What follows belongs to an exercise in optimizing a design on an open flow for small area, a short achievable clock period and few clock cycles per item; a production flow would make more cautious choices.
The RTL was checked by simulation tests, not by an equivalence proof against the original design.
Power and IR drop assume default switching activity.

--- flow/design.v ---
module ccm_engine (
    input  wire         clk,
    input  wire         rst,           
    input  wire         host_we,
    input  wire [5:0]   host_addr,     
    input  wire [31:0]  host_wdata,
    output reg  [31:0]  host_rdata,
    output wire         irq,
    output reg          mem_req,
    output reg          mem_we,
    output reg  [63:0]  mem_addr,
    output reg  [7:0]   mem_wdata,
    input  wire         mem_ready,
    input  wire [7:0]   mem_rdata,
    input  wire         mem_err,
    output wire         enc_req,
    output wire [127:0] enc_in,
    input  wire         enc_ack,
    input  wire [127:0] enc_out,
    input  wire         cipher_ok
);
    localparam [3:0] E_OK        = 4'h0,
                     E_NONCE_LEN = 4'h1,
                     E_TAG_LEN   = 4'h2,
                     E_CIPHER    = 4'h3,
                     E_TOO_LONG  = 4'h4,
                     E_TOO_SHORT = 4'h5,
                     E_AUTH      = 4'h6,
                     E_NOT_CFG   = 4'h7,
                     E_BAD_CMD   = 4'h8,
                     E_BUS       = 4'h9;
    localparam [5:0] A_CTRL   = 6'h00, A_CMD    = 6'h01, A_STATUS = 6'h02,
                     A_CFG    = 6'h03, A_ACTIVE = 6'h04,
                     A_NONCE0 = 6'h08, A_NONCE1 = 6'h09, A_NONCE2 = 6'h0A, A_NONCE3 = 6'h0B,
                     A_ADA_LO = 6'h0C, A_ADA_HI = 6'h0D, A_ADL_LO = 6'h0E, A_ADL_HI = 6'h0F,
                     A_INA_LO = 6'h10, A_INA_HI = 6'h11, A_INL_LO = 6'h12, A_INL_HI = 6'h13,
                     A_OUA_LO = 6'h14, A_OUA_HI = 6'h15, A_OUL_LO = 6'h16, A_OUL_HI = 6'h17;
    localparam [2:0] S_IDLE = 3'd0,
                     S_AD   = 3'd1,    
                     S_TRD  = 3'd3,    
                     S_TWR  = 3'd4,    
                     S_TAG  = 3'd5,    
                     S_FIN  = 3'd6;    
    localparam [1:0] J_B0 = 2'd0, J_MAC = 2'd1, J_CTR = 2'd2, J_S0 = 2'd3;
    reg         ctrl_ie;
    reg         st_busy, st_done, st_ovr;
    reg  [3:0]  st_err;
    reg  [3:0]  cfg_nlen;
    reg  [4:0]  cfg_tlen;
    reg         cfg_valid;
    reg  [3:0]  active_n;
    reg  [4:0]  active_t;
    reg  [127:0] nonce_r;
    reg  [63:0] ad_addr, ad_len, in_addr, in_len, out_addr, out_len;
    reg  [2:0]   st;
    reg          is_open, has_ad, m_zero, dcmd, scrub;
    reg  [3:0]   pend_err;
    reg  [4:0]   k;           
    reg  [3:0]   kw;          
    reg  [4:0]   kn;          
    reg          diff;        
    reg  [127:0] Y, D, A;
    reg  [63:0]  ad_ptr, in_ptr, out_ptr, R;
    reg          c_busy;      
    reg  [1:0]   c_job;
    reg          b0_done, ctr_init, need_ctr, s_ok, last_blk, lastctr, s0_iss, s0_done;
    reg          ypend, ptxt, dfold, early_used;
    wire [3:0] cfg_L  = 4'd15 - active_n;
    wire [4:0] tag_t  = active_t;
    wire [4:0] tag_m2 = tag_t - 5'd2;
    wire [3:0] len_m1 = cfg_L - 4'd1;
    wire [7:0] flags_b0 = {1'b0, has_ad, tag_m2[3:1], len_m1[2:0]};
    wire [7:0] flags_a  = {5'd0, len_m1[2:0]};
    reg  [63:0] lmask;
    integer     li;
    always @(*) begin
        for (li = 0; li < 8; li = li + 1)
            lmask[8*li +: 8] = (li < cfg_L) ? 8'hFF : 8'h00;
    end
    wire [31:0] cw        = host_wdata;
    wire        cmd_write = host_we && (host_addr == A_CMD);
    wire        accept    = cmd_write && !st_busy;
    wire        cmd_res_ok = (cw[31:12] == 20'd0) && (cw[7:4] == 4'd0);
    wire        c_config  = cmd_res_ok && (cw[3:0] == 4'h1) && (cw[11:8] == 4'd0);
    wire        c_seal    = cmd_res_ok && (cw[3:0] == 4'h2);
    wire        c_open    = cmd_res_ok && (cw[3:0] == 4'h3);
    wire cfgchk_n_ok = (cfg_nlen >= 4'd7) && (cfg_nlen <= 4'd13);
    wire cfgchk_t_ok = (cfg_tlen == 5'd4)  || (cfg_tlen == 5'd6)  || (cfg_tlen == 5'd8) ||
                       (cfg_tlen == 5'd10) || (cfg_tlen == 5'd12) || (cfg_tlen == 5'd14) ||
                       (cfg_tlen == 5'd16);
    wire [63:0] m_open    = in_len - {59'd0, tag_t};
    wire [63:0] m_calc    = cw[0] ? m_open : in_len;
    wire        too_short = c_open && (in_len < {59'd0, tag_t});
    function automatic too_long_f(input [63:0] m, input [3:0] l);
        begin
            case (l)
                4'd2:    too_long_f = (m[63:16] != 48'd0);
                4'd3:    too_long_f = (m[63:24] != 40'd0);
                4'd4:    too_long_f = (m[63:32] != 32'd0);
                4'd5:    too_long_f = (m[63:40] != 24'd0);
                4'd6:    too_long_f = (m[63:48] != 16'd0);
                4'd7:    too_long_f = (m[63:56] != 8'd0);
                default: too_long_f = 1'b0;
            endcase
        end
    endfunction
    wire tl_seal = too_long_f(in_len, cfg_L);
    wire tl_open = too_long_f(m_open, cfg_L);
    wire m_too_long = cw[0] ? tl_open : tl_seal;
    wire m_is0 = cw[0] ? (m_open == 64'd0) : (in_len == 64'd0);
    reg  [3:0] chk_err;
    always @(*) begin
        if (c_config)
            chk_err = !cfgchk_n_ok ? E_NONCE_LEN : !cfgchk_t_ok ? E_TAG_LEN :
                      !cipher_ok ? E_CIPHER : E_OK;
        else if (c_seal || c_open)
            chk_err = !cfg_valid ? E_NOT_CFG : (cw[11:8] != active_n) ? E_NONCE_LEN :
                      too_short ? E_TOO_SHORT : m_too_long ? E_TOO_LONG : E_OK;
        else
            chk_err = E_BAD_CMD;
    end
    wire start = accept && (c_seal || c_open) && (chk_err == E_OK);
    wire cfg_ok = c_config && (chk_err == E_OK);
    wire        ad_nz     = (ad_len != 64'd0);
    wire        ad_short  = (ad_len < 64'd65280);
    wire        ad_medium = !ad_short && (ad_len[63:32] == 32'd0);
    wire [3:0]  ad_pl     = ad_short ? 4'd2 : (ad_medium ? 4'd6 : 4'd10);
    wire [79:0] ad_prefix = ad_short  ? {ad_len[15:0], 64'd0} :
                            ad_medium ? {16'hFFFE, ad_len[31:0], 32'd0} :
                                        {16'hFFFF, ad_len};
    wire [119:0] a_init = {nonce_r[127:72], (nonce_r[71:8] & ~lmask) | m_calc};
    wire tag_rdy = s0_done && !c_busy && !ypend;
    wire eq_ao   = (ad_ptr == out_ptr);
    wire [7:0] d_byte [0:15];
    wire [7:0] y_byte [0:15];
    wire [7:0] a_byte [0:15];
    genvar gb;
    generate
        for (gb = 0; gb < 16; gb = gb + 1) begin : g_bytes
            assign d_byte[gb] = D[127-8*gb -: 8];
            assign y_byte[gb] = Y[127-8*gb -: 8];
            assign a_byte[gb] = A[127-8*gb -: 8];
        end
    endgenerate
    wire [7:0] dk = d_byte[kw];
    wire [7:0] tk = y_byte[kw] ^ a_byte[kw];
    wire rq_ad  = (st == S_AD)  && !ypend && !r_is0;
    wire rq_trd = (st == S_TRD) && !ypend;
    wire rq_twr = (st == S_TWR) && s_ok;
    wire rq_tag = (st == S_TAG) && tag_rdy;
    wire rq_fin = (st == S_FIN) && scrub && !eq_ao;
    always @(*) begin
        mem_req   = rq_ad || rq_trd || rq_twr || rq_tag || rq_fin;
        mem_we    = 1'b0;
        mem_addr  = out_ptr;
        mem_wdata = 8'd0;
        case (st)
            S_AD:  mem_addr = ad_ptr;
            S_TRD: mem_addr = in_ptr;
            S_TWR: begin mem_we = 1'b1; mem_wdata = dk; end
            S_TAG: begin
                mem_we  = !is_open;
                if (is_open) mem_addr = in_ptr;
                mem_wdata = tk;
            end
            S_FIN: begin mem_we = 1'b1; mem_addr = ad_ptr; end
            default: ;
        endcase
    end
    wire [63:0] inc_addr = mem_addr + 64'd1;
    wire m_ok    = mem_ready && !mem_err;
    wire m_fail  = mem_ready && mem_err;
    assign enc_req = c_busy;
    assign enc_in  = (c_job == J_MAC) ? Y : {(c_job == J_B0) ? flags_b0 : flags_a, A[119:0]};
    wire ack     = c_busy && enc_ack;
    wire ack_y   = ack && !c_job[1];             
    wire ack_ctr_raw = ack && (c_job == J_CTR);
    wire ctr_drop    = ack_ctr_raw && (st == S_TWR) && s_ok;
    wire ack_ctr     = ack_ctr_raw && !ctr_drop;
    wire ack_s0  = ack && (c_job == J_S0);
    wire yfly    = c_busy && !c_job[1] && !enc_ack;
    wire r_hi0  = (R[63:5] == 59'd0);
    wire r_is1  = r_hi0 && (R[4:0] == 5'd1);
    wire r_is0  = r_hi0 && (R[4:0] == 5'd0);
    wire r_le16 = r_hi0 && (!R[4] || (R[3:0] == 4'd0));
    wire rd_ad  = rq_ad  && m_ok;
    wire rd_tx  = rq_trd && m_ok;
    wire tg_ok  = rq_tag && m_ok;
    wire rd_dp  = (rd_ad || rd_tx) && yfly;      
    wire rd_y   = (rd_ad || rd_tx) && !yfly;     
    wire rd_d   = rd_tx || rd_dp;                
    wire wr_tx  = rq_twr && m_ok;
    wire blk_end_ad = rd_ad && ((k[3:0] == 4'd15) || r_is1);
    wire xfer       = (rd_ad && r_is1) || ((st == S_AD) && r_is0);
    wire blk_end_tx = rd_tx && ((k[3:0] == 4'd15) || r_is1);
    wire last_wr = wr_tx && ({1'b0, kw} == k - 5'd1);
    wire d_holds_out = (st == S_TWR) || ((st == S_TRD) && (k != 5'd0));
    wire d_keep  = !(last_wr || (ack_y && !d_holds_out));
    reg [2:0] st_n;
    reg [4:0] k_n, kn_n;
    reg [3:0] kw_n;
    reg       ypend_n, ptxt_n, dfold_n, need_ctr_n, s_ok_n, last_blk_n, lastctr_n, early_used_n;
    reg       s0_iss_n, c_busy_n, ctr_init_ev, b0_done_n, ctr_init_n;
    reg [1:0] c_job_n;
    reg [3:0] pend_err_n;
    reg       scrub_n, complete;
    reg       diff_n;
    wire       diff_rd = diff || (mem_rdata != tk);
    always @(*) begin
        st_n       = st;
        k_n        = k;
        kn_n       = kn;
        kw_n       = kw;
        ypend_n    = ypend;
        ptxt_n     = ptxt;
        dfold_n    = dfold;
        need_ctr_n = need_ctr;
        early_used_n = early_used;
        s_ok_n     = s_ok;
        last_blk_n = last_blk;
        lastctr_n  = lastctr;
        s0_iss_n   = s0_iss;
        pend_err_n = pend_err;
        scrub_n    = scrub;
        diff_n     = diff;
        complete   = 1'b0;
        if (rd_dp) dfold_n = 1'b1;
        else if (ack_y) dfold_n = 1'b0;
        if (ack_ctr) begin
            s_ok_n = 1'b1;
            if (last_blk) lastctr_n = 1'b1;
        end
        case (st)
            S_AD: begin
                if (rd_ad) begin
                    k_n = blk_end_ad ? 5'd0 : k + 5'd1;
                    if (blk_end_ad) begin ypend_n = 1'b1; ptxt_n = 1'b0; end
                end
                if (xfer) begin
                    k_n  = 5'd0;
                    kw_n = 4'd0;
                    if (m_zero) st_n = S_TAG;
                    else begin
                        st_n = S_TRD;
                        need_ctr_n = 1'b1;
                        s_ok_n     = 1'b0;
                    end
                end else if (rq_ad && m_fail) begin
                    pend_err_n = E_BUS;
                    st_n       = S_FIN;
                end
            end
            S_TRD: begin
                if (k == 5'd0) begin
                    last_blk_n = r_le16;
                    kn_n       = r_le16 ? R[4:0] : 5'd16;
                end
                if (rd_tx) begin
                    k_n = k + 5'd1;
                    if (blk_end_tx) begin
                        ypend_n = 1'b1; ptxt_n = 1'b1;
                        st_n    = S_TWR;
                    end
                end else if (rq_trd && m_fail) begin
                    pend_err_n = E_BUS;
                    scrub_n    = 1'b1;
                    st_n       = S_FIN;
                end
            end
            S_TWR: begin
                if (wr_tx) begin
                    kw_n = kw + 4'd1;
                    if (last_wr) begin
                        kw_n = 4'd0;
                        k_n  = 5'd0;
                        if (r_is0) st_n = S_TAG;
                        else begin
                            st_n = S_TRD;
                            need_ctr_n   = !(c_busy && c_job == J_CTR && !enc_ack);
                            s_ok_n       = 1'b0;
                            early_used_n = 1'b0;
                            last_blk_n   = r_le16;
                            kn_n         = r_le16 ? R[4:0] : 5'd16;
                        end
                    end
                end else if (rq_twr && m_fail) begin
                    pend_err_n = E_BUS;
                    scrub_n    = 1'b1;
                    st_n       = S_FIN;
                end
            end
            S_TAG: begin
                if (tg_ok) begin
                    kw_n = kw + 4'd1;
                    if (is_open) diff_n = diff_rd;
                    if ({1'b0, kw} == tag_t - 5'd1) begin
                        if (!is_open) st_n = S_FIN;
                        else if (!diff_rd) complete = 1'b1;
                        else begin
                            pend_err_n = E_AUTH;
                            scrub_n    = 1'b1;
                            st_n       = S_FIN;
                        end
                    end
                end else if (rq_tag && m_fail) begin
                    pend_err_n = E_BUS;
                    scrub_n    = 1'b1;
                    st_n       = S_FIN;
                end
            end
            S_FIN: begin
                if ((!scrub || eq_ao) && !c_busy) complete = 1'b1;
            end
            default: ;
        endcase
        if (complete) st_n = S_IDLE;
        b0_done_n   = b0_done || (ack && c_job == J_B0);
        ctr_init_ev = !ctr_init && !m_zero && b0_done_n &&
                      (st == S_TRD || st == S_TWR || st == S_TAG);
        ctr_init_n  = ctr_init || ctr_init_ev;
        c_busy_n    = c_busy && !enc_ack;
        c_job_n     = c_job;
        if ((!c_busy || enc_ack) &&
            (st_n == S_AD || st_n == S_TRD || st_n == S_TWR || st_n == S_TAG)) begin
            if (ypend_n && !dfold_n && (!ptxt_n || (s_ok_n && (!last_blk_n || s0_iss)))) begin
                c_busy_n = 1'b1; c_job_n = J_MAC; ypend_n = 1'b0;
            end else if (need_ctr_n && ctr_init_n && !(ypend_n && !ptxt_n) && !dfold_n) begin
                c_busy_n = 1'b1; c_job_n = J_CTR; need_ctr_n = 1'b0;
            end else if (st_n == S_TWR && s_ok && !r_is0 && !early_used && !ypend_n) begin
                c_busy_n = 1'b1; c_job_n = J_CTR; early_used_n = 1'b1;
            end else if (!s0_iss && (m_zero ? b0_done_n : lastctr_n)) begin
                c_busy_n = 1'b1; c_job_n = J_S0; s0_iss_n = 1'b1;
            end
        end
    end
    wire [31:0] status_word = {16'd0, 4'd0, st_err, 4'd0, cfg_valid, st_ovr, st_done, st_busy};
    wire [31:0] active_word = cfg_valid ? {12'd0, cfg_L, 3'd0, active_t, 4'd0, active_n} : 32'd0;
    reg  [31:0] rg0, rg2, rg3, rg4, rg5;
    always @(*) begin
        case (host_addr[1:0])
            2'd0: begin rg0 = {31'd0, ctrl_ie};               rg2 = nonce_r[127:96];
                        rg3 = ad_addr[31:0];  rg4 = in_addr[31:0];  rg5 = out_addr[31:0]; end
            2'd1: begin rg0 = 32'd0;                          rg2 = nonce_r[95:64];
                        rg3 = ad_addr[63:32]; rg4 = in_addr[63:32]; rg5 = out_addr[63:32]; end
            2'd2: begin rg0 = status_word;                    rg2 = nonce_r[63:32];
                        rg3 = ad_len[31:0];   rg4 = in_len[31:0];   rg5 = out_len[31:0]; end
            default: begin rg0 = {19'd0, cfg_tlen, 4'd0, cfg_nlen}; rg2 = nonce_r[31:0];
                        rg3 = ad_len[63:32];  rg4 = in_len[63:32];  rg5 = out_len[63:32]; end
        endcase
        case (host_addr[5:2])
            4'd0:    host_rdata = rg0;
            4'd1:    host_rdata = (host_addr[1:0] == 2'd0) ? active_word : 32'd0;
            4'd2:    host_rdata = rg2;
            4'd3:    host_rdata = rg3;
            4'd4:    host_rdata = rg4;
            4'd5:    host_rdata = rg5;
            default: host_rdata = 32'd0;
        endcase
    end
    assign irq = ctrl_ie & st_done;
    wire [31:0] wd = rst ? 32'd0 : host_wdata;
    function automatic hw(input [5:0] a);
        hw = rst || (host_we && host_addr == a);
    endfunction
    always @(posedge clk) begin
        if (hw(A_CTRL))   ctrl_ie         <= wd[0];
        if (hw(A_CFG))    begin cfg_nlen <= wd[3:0]; cfg_tlen <= wd[12:8]; end
        if (hw(A_NONCE0)) nonce_r[127:96] <= wd;
        if (hw(A_NONCE1)) nonce_r[95:64]  <= wd;
        if (hw(A_NONCE2)) nonce_r[63:32]  <= wd;
        if (hw(A_NONCE3)) nonce_r[31:0]   <= wd;
        if (hw(A_ADA_LO)) ad_addr[31:0]   <= wd;
        if (hw(A_ADA_HI)) ad_addr[63:32]  <= wd;
        if (hw(A_ADL_LO)) ad_len[31:0]    <= wd;
        if (hw(A_ADL_HI)) ad_len[63:32]   <= wd;
        if (hw(A_INA_LO)) in_addr[31:0]   <= wd;
        if (hw(A_INA_HI)) in_addr[63:32]  <= wd;
        if (hw(A_INL_LO)) in_len[31:0]    <= wd;
        if (hw(A_INL_HI)) in_len[63:32]   <= wd;
        if (hw(A_OUA_LO)) out_addr[31:0]  <= wd;
        if (hw(A_OUA_HI)) out_addr[63:32] <= wd;
    end
    always @(posedge clk) begin
        if (rst) begin
            st_busy   <= 1'b0;
            st_done   <= 1'b0;
            st_ovr    <= 1'b0;
            st_err    <= 4'd0;
            cfg_valid <= 1'b0;
            active_n  <= 4'd0;
            active_t  <= 5'd0;
            out_len   <= 64'd0;
            st        <= S_IDLE;
            c_busy    <= 1'b0;
            c_job     <= J_B0;
            ypend     <= 1'b0;
            dfold     <= 1'b0;
            b0_done   <= 1'b0;
            ctr_init  <= 1'b0;
            need_ctr  <= 1'b0;
            s_ok      <= 1'b0;
            lastctr   <= 1'b0;
            s0_iss    <= 1'b0;
            s0_done   <= 1'b0;
            scrub     <= 1'b0;
            ptxt      <= 1'b0;
            last_blk  <= 1'b0;
            k         <= 5'd0;
            kw        <= 4'd0;
            diff      <= 1'b0;
            pend_err  <= 4'd0;
            is_open   <= 1'b0;
            has_ad    <= 1'b0;
            m_zero    <= 1'b0;
            dcmd      <= 1'b0;
        end else begin
            if (host_we && host_addr == A_STATUS) begin
                if (host_wdata[1]) st_done <= 1'b0;
                if (host_wdata[2]) st_ovr  <= 1'b0;
            end
            if (cmd_write && st_busy)
                st_ovr <= 1'b1;
            if (st == S_IDLE) begin
                is_open  <= c_open;
                has_ad   <= ad_nz;
                m_zero   <= m_is0;
                k        <= {1'b0, ad_pl};
                kw       <= 4'd0;
                diff     <= 1'b0;
                ypend    <= 1'b0;
                ptxt     <= 1'b0;
                dfold    <= 1'b1;    
                b0_done  <= 1'b0;
                ctr_init <= 1'b0;
                need_ctr <= 1'b0;
                early_used <= 1'b0;
                s_ok     <= 1'b0;
                lastctr  <= 1'b0;
                s0_iss   <= 1'b0;
                s0_done  <= 1'b0;
                last_blk <= 1'b0;
                scrub    <= 1'b0;
                pend_err <= chk_err;
                dcmd     <= start;
                if (accept) begin
                    st_busy  <= 1'b1;
                    st_done  <= 1'b0;
                    st_err   <= E_OK;
                    if (c_config) begin
                        cfg_valid <= cfg_ok;
                        active_n  <= cfg_ok ? cfg_nlen : 4'd0;
                        active_t  <= cfg_ok ? cfg_tlen : 5'd0;
                    end
                    if (start) begin
                        st     <= S_AD;
                        c_busy <= 1'b1;
                        c_job  <= J_B0;
                    end else begin
                        st <= S_FIN;
                    end
                end
            end else begin
                st       <= st_n;
                k        <= k_n;
                kn       <= kn_n;
                kw       <= kw_n;
                ypend    <= ypend_n;
                ptxt     <= ptxt_n;
                dfold    <= dfold_n;
                need_ctr <= need_ctr_n;
                early_used <= early_used_n;
                s_ok     <= s_ok_n;
                last_blk <= last_blk_n;
                lastctr  <= lastctr_n;
                s0_iss   <= s0_iss_n;
                pend_err <= pend_err_n;
                scrub    <= scrub_n;
                diff     <= diff_n;
                c_busy   <= c_busy_n;
                c_job    <= c_job_n;
                b0_done  <= b0_done_n;
                ctr_init <= ctr_init_n;
                if (ack_s0) s0_done <= 1'b1;
                if (complete) begin
                    st_busy <= 1'b0;
                    st_done <= 1'b1;
                    st_err  <= pend_err_n;
                    out_len <= (dcmd && pend_err_n == E_OK) ? (out_ptr - ad_ptr) : 64'd0;
                end
            end
        end
    end
    always @(posedge clk) begin
        if (st == S_IDLE) begin
            ad_ptr  <= ad_addr;
            in_ptr  <= in_addr;
            out_ptr <= out_addr;
            R       <= ad_len;
        end else begin
            if (xfer)
                ad_ptr <= out_ptr;                  
            else if (rd_ad || (rq_fin && mem_ready))
                ad_ptr <= inc_addr;
            if (rd_tx || (tg_ok && is_open))
                in_ptr <= inc_addr;
            if (wr_tx || (tg_ok && !is_open))
                out_ptr <= inc_addr;
            if (xfer)
                R <= A[63:0] & lmask;               
            else if (rd_ad || rd_tx)
                R <= R - 64'd1;
        end
    end
    integer j;
    reg [7:0] yb, db;
    wire [63:0] a_lo_inc = A[63:0] + 64'd1;
    wire [63:0] a_lo_clr = A[63:0] & ~lmask;
    always @(posedge clk) begin
        if (st == S_IDLE) begin
            D <= {ad_prefix, 48'd0};        
            A[119:0] <= a_init;
        end else begin
            for (j = 0; j < 16; j = j + 1) begin
                yb = (rd_y && k[3:0] == j) ? mem_rdata : 8'd0;
                if (ack_y)
                    Y[127-8*j -: 8] <= enc_out[127-8*j -: 8] ^ (dfold ? D[127-8*j -: 8] : 8'd0) ^ yb;
                else if (ack_ctr && is_open && (j < kn))    
                    Y[127-8*j -: 8] <= Y[127-8*j -: 8] ^ enc_out[127-8*j -: 8] ^ yb;
                else
                    Y[127-8*j -: 8] <= Y[127-8*j -: 8] ^ yb;
                db = (rd_d && k[3:0] == j) ? mem_rdata : 8'd0;
                D[127-8*j -: 8] <= (d_keep ? D[127-8*j -: 8] : 8'd0) ^
                                   (ack_ctr ? enc_out[127-8*j -: 8] : 8'd0) ^ db;
            end
            if (ack_s0)
                A <= enc_out;
            else if (ack_ctr)
                A[63:0] <= last_blk ? a_lo_clr : a_lo_inc;
            else if (ctr_init_ev)
                A[63:0] <= a_lo_clr | 64'd1;
        end
    end
endmodule
--- flow/flow/run.sh ---
#!/bin/bash
# Layout flow: the standard ORFS flow (standard.sh, unchanged synthesis),
# with two changes made through ORFS variables:
#  - the port buffers are sky130_fd_sc_hd__buf_1 (resized where timing needs it) instead of the default delay
#    buffer, so the combinational host read path is not slowed by them
#    (every port still gets its buffer);
#  - repair_timing aims for 7 ns of setup slack (the SDC clock stays as given).
# Full tool output goes to standard_flow.log in this folder (ORFS keeps its
# per-step logs under orfs/logs).
set -euo pipefail
bash standard.sh \
    "BUFFER_PORTS_ARGS=-buffer_cell sky130_fd_sc_hd__buf_1" \
    SETUP_SLACK_MARGIN=7 \
    finish > standard_flow.log 2>&1
--- flow/standard.sh ---
#!/bin/bash
# synth_recipe.tcl (not shown) runs the flow's synth.tcl, then flattens the netlist and writes it again
# the make line also repeats each setting of config.mk as NAME=value (left out here)
make -C /OpenROAD-flow-scripts/flow DESIGN_CONFIG=/design/flow/config.mk WORK_HOME=/design/flow/orfs CLKGATE_MAP_FILE= SYNTH_SCRIPT=/design/flow/synth_recipe.tcl "${@:-finish}"
--- flow/config.mk ---
export PLATFORM = sky130hd
export DESIGN_NAME = ccm_engine
export DESIGN_NICKNAME = ccm_engine
export VERILOG_FILES = /design/flow/design.v
export SDC_FILE = /design/flow/constraint.sdc
export NUM_CORES = 4
export LEC_CHECK = 0
export CAP_MARGIN = 25
export CORE_MARGIN = 2
export CORE_UTILIZATION = 55
export CTS_CLUSTER_DIAMETER = 80
export CTS_CLUSTER_SIZE = 24
export PLACE_DENSITY = 0.65
export SLEW_MARGIN = 35
--- flow/constraint.sdc ---
create_clock -name core_clock -period 14.0 [get_ports {clk}]
set_input_delay 2.8000 -clock core_clock [delete_from_list [all_inputs] [get_ports {clk}]]
set_output_delay 2.8000 -clock core_clock [all_outputs]
set_load 0.01 [all_outputs]
==> notes.md <==
## stage by stage
stage | instances | setup slack [ns]
after floorplan | 8272 | 7.01
after global placement | 10198 | 5.29
after detailed placement | 10205 | 5.34
after CTS | 10402 | 6.76
after global routing | 10440 | 6.69
final | 10544 | 6.67
## layer usage
metal	global-route usage, %	vias to the layer above	share of wire [%]
met2	73.5	9369	36
li1	-	30564	-
met4	40.1	78	9.4
met5	8.64	-	0.42
met3	41.2	2435	21
met1	72.6	38384	33
## layout by cell type, fill, tap and decap left out, types with 33 or more instances in the layout
cell	count
mux2i_1	42
ha_1	83
a21oi_1	557
mux2_2	151
o211ai_1	90
buf_6	33
nand2_1	1563
a211oi_1	73
nor2b_1	55
nand3_1	142
inv_1	156
a22oi_1	110
a31oi_1	120
edfxtp_1	976
xor2_1	310
o22ai_1	49
nor2_1	569
a221oi_1	35
o21ai_0	314
a22o_1	51
clkbuf_16	85
mux4_2	112
and3_1	117
xnor2_1	574
diode_2	132
buf_1	375
nand4_1	77
a21o_1	112
dfxtp_1	236
buf_4	196
nor4_1	74
nor3_1	184
nand2b_1	33
## cell families (layout without fill, tap and decap cells)
family                   count (synthesis)  in the layout  share of synthesized area, %
AND/OR/NAND/NOR                       3111           3111                          18.1
multiplexers                           306            306                          6.03
adder cells (fa/ha/maj)                 91             91                          1.49
XOR/XNOR                               899            899                          10.2
buffers and inverters                  732            996                          3.67
AO/OA/AOI/OAI                         1912           1912                          16.2
other                                    0            132                             0
flip-flops                            1221           1221                          44.3
## sequential cells by signal (all words and copies together) (netlist names), 128 cells and up
name,cells
Y,128
A,128
nonce_r,128
D,128
## layout make-up
| class | count | area [um^2] | area share [%] |
|---|---|---|---|
| Antenna cell | 132 | 330 | 0.384 |
| Clock buffer | 106 | 2100 | 2.44 |
| Clock inverter | 42 | 582 | 0.677 |
| Inverter | 163 | 619 | 0.720 |
| Multi-Input combinational cell | 6319 | 41200 | 47.9 |
| Sequential cell | 1221 | 34200 | 39.8 |
| Tap cell | 1876 | 2350 | 2.73 |
| Timing Repair Buffer | 685 | 4560 | 5.30 |
## worst min-delay path, delay by kind of cell, from the launching register on
| family | cells | cell delay (ns) |
|---|---|---|
| DFF | 1 | 0.34 |
| AOI/OAI and AO/OA | 1 | 0.06 |
| and+or+nand+nor | 1 | 0.05 |
## where the power goes
part           total, uW  leakage (uW)  switching, uW  internal (uW)
Combinational       5580        0.0171           3840           1730
Sequential          5940        0.0115           1130           4810
Clock               2690       0.00128           1550           1140
## timing repair
action / in CTS / in global routing
buffers inserted: 28 / 6
pin swaps: 33 / 30
gates cloned: 21 / 1
gates resized for setup: 168 / 55
endpoints found under the setup margin: 41 / 42
## path summary, 6_finish.rpt
check | from | endpoint | slack, ns | cells after the start
worst max register to register | active_t[2] | c_job[0] | 7.49 | 14
worst min-delay path | out_len[44] | out_len[44] | 0.49 | 2
worst min register to register | out_len[44] | out_len[44] | 0.49 | 2
worst max-delay path | host_addr[0] | host_rdata[6] | 6.67 | 6
==> flow_metrics.py <==
metrics = {
    "logic_synthesis": {
        "netlist_instances": 8272,
        "synth-edff-count": 976,
        "seq_area_frac_synth_pct": 44.3,
        "yosysTopAreaCell": "edfxtp_1",
        "synth_seq_cells": 1221,
        "synth_most_common_cell": "nand2_1",
        "synth_common_cells": "nand2_1, edfxtp_1, nor2_1",
        "syn_area_um2": 77200,
        "synth.distinct_cells": 109,
        "synthTopCellsByArea": "edfxtp_1, nand2_1, xnor2_1",
        "async_reset_ff_share_pct": 0,
        "avgSynthCellArea_um2": 9.34,
        "yosys_most_used_dff": "edfxtp_1",
        "syn_nets": 8544,
        "synth_warnings": 1,
        "synth_top_cell_area_share_pct": 38.0,
    },
    "critical_path": {
        "worstPathBufferInverterCount": 4,
        "crit_fanout": 6,
        "critPathRequiredTime_ns": 11.20,
        "crit_slowest_cell": "mux4_2",
        "cp_top_family": "buffers and inverters",
        "path_cells": "clkbuf_16, buf_12, buf_16, mux4_2, a221o_2, buf_6",
        "worst-setup-path-type": "input port to output port",
        "worstPathArrival_ns": 4.53,
        "cp-start-kind": "input port",
        "slowest_delay_ns": 0.51,
        "cp-end-kind": "output port",
    },
    "final_layout": {
        "fillCellCount": 11720,
        "layout-drive-gt1-share_pct": 11.1,
        "fin_area_um2": 86000,
        "areaGrowthSynthToFinish_pct": 11.3,
        "final_nets": 8741,
        "finish.utilization_pct": 61.7,
    },
    "floorplanning": {
        "core_area_um2": 139000,
        "ios": 417,
        "die_w_um": 379,
        "die_y_um": 379,
        "num_rows": 137,
        "initial_core_util_pct": 55.4,
        "design.die.area_um2": 143000,
    },
    "run": {
        "maxCapViolCount": 0,
    },
    "timing": {
        "max_clock_freq_mhz": 137,
        "worstMarginPinSlew_ns": 1.40,
        "period_needed_ns": 7.33,
        "fin_setup_tns_ns": 0,
        "skew_ns": 0.0750,
        "finalMaxSlewViolations": 0,
        "setup_violations": 0,
        "finalCritPeriodShare_pct": 52.3,
        "relSlewSlack_pct": 6.88,
        "hold_viol_final": 0,
        "rsz0062_at_grt": "true",
        "hold_ws_ns": 0.495,
    },
    "placement": {
        "place_congestion": 1.14,
        "placement.cell_area_um2": 81100,
        "port_buffers": 416,
        "dp_hpwl_mm": 330,
    },
    "clock_tree": {
        "cts_max_path_buffers": 3,
        "root_buffer": "clkbuf_16",
        "cts_tree": "done",
        "cts_made_buffers": 79,
        "clkLatencyLatePin_ns": 0.81,
        "htree_levels": 3,
        "clkSinkCount": 1221,
        "postCtsHoldBufs": 0,
        "cts.clk_slew.worst_paths_ns": 0.09,
    },
    "global_routing": {
        "overflow": 0,
        "track_usage_pct": 59.9,
        "grt_pass1_wl_mm": 583,
        "grt_pass1_vias": 69247,
        "antenna_found_initial": 94,
        "grt_start_max_net_pins": 181,
    },
    "detailed_routing": {
        "wl_per_cell_um": 42.3,
        "vias": 80830,
        "avgViaCountPerCell": 7.67,
        "drtAntennaViolNets": 0,
        "wl_mm": 446,
        "first_pass_iters": 14,
        "drc": 0,
        "drt-initial-drc-count": 19315,
    },
    "pwr": {
        "p_total_uw": 14200,
        "peakVddDrop_uv": 157,
        "power_density_nw_per_um2": 165,
        "p_leak_uw": 0.0298,
    },
    "outcome": {
        "status": "finished clean",
    },
    "hold_path": {
        "hp-class": "flip-flop to flip-flop",
    },
}
Testbench counts, summed over its fixed seeds: cycles 49,000, cmds 136.

-- separate check: timing with driven ports --
How much do the figures lean on ideal ports? The routed layout below was timed once more, with nothing changed but the port constraints. Step 1 assumes that a clkbuf_16 drives the clock port and a buf_2 every other input. Step 2 also shifts input and output timing later by t, the mid clock arrival at the registers, as if the neighbouring blocks saw the same clock. a / b / c = no drivers / after step 1 / after step 2; a / b = the first two.
shift t [ns]: 0.863
slack for setup (ns): 6.675 / 6.384 / 6.384
worst data-port slew with drivers (ns): 0.28
After both steps setup and hold are still met in this run. For this run, drivers alone change the setup slack by -0.291 ns; drivers and shift together by -0.291 ns.
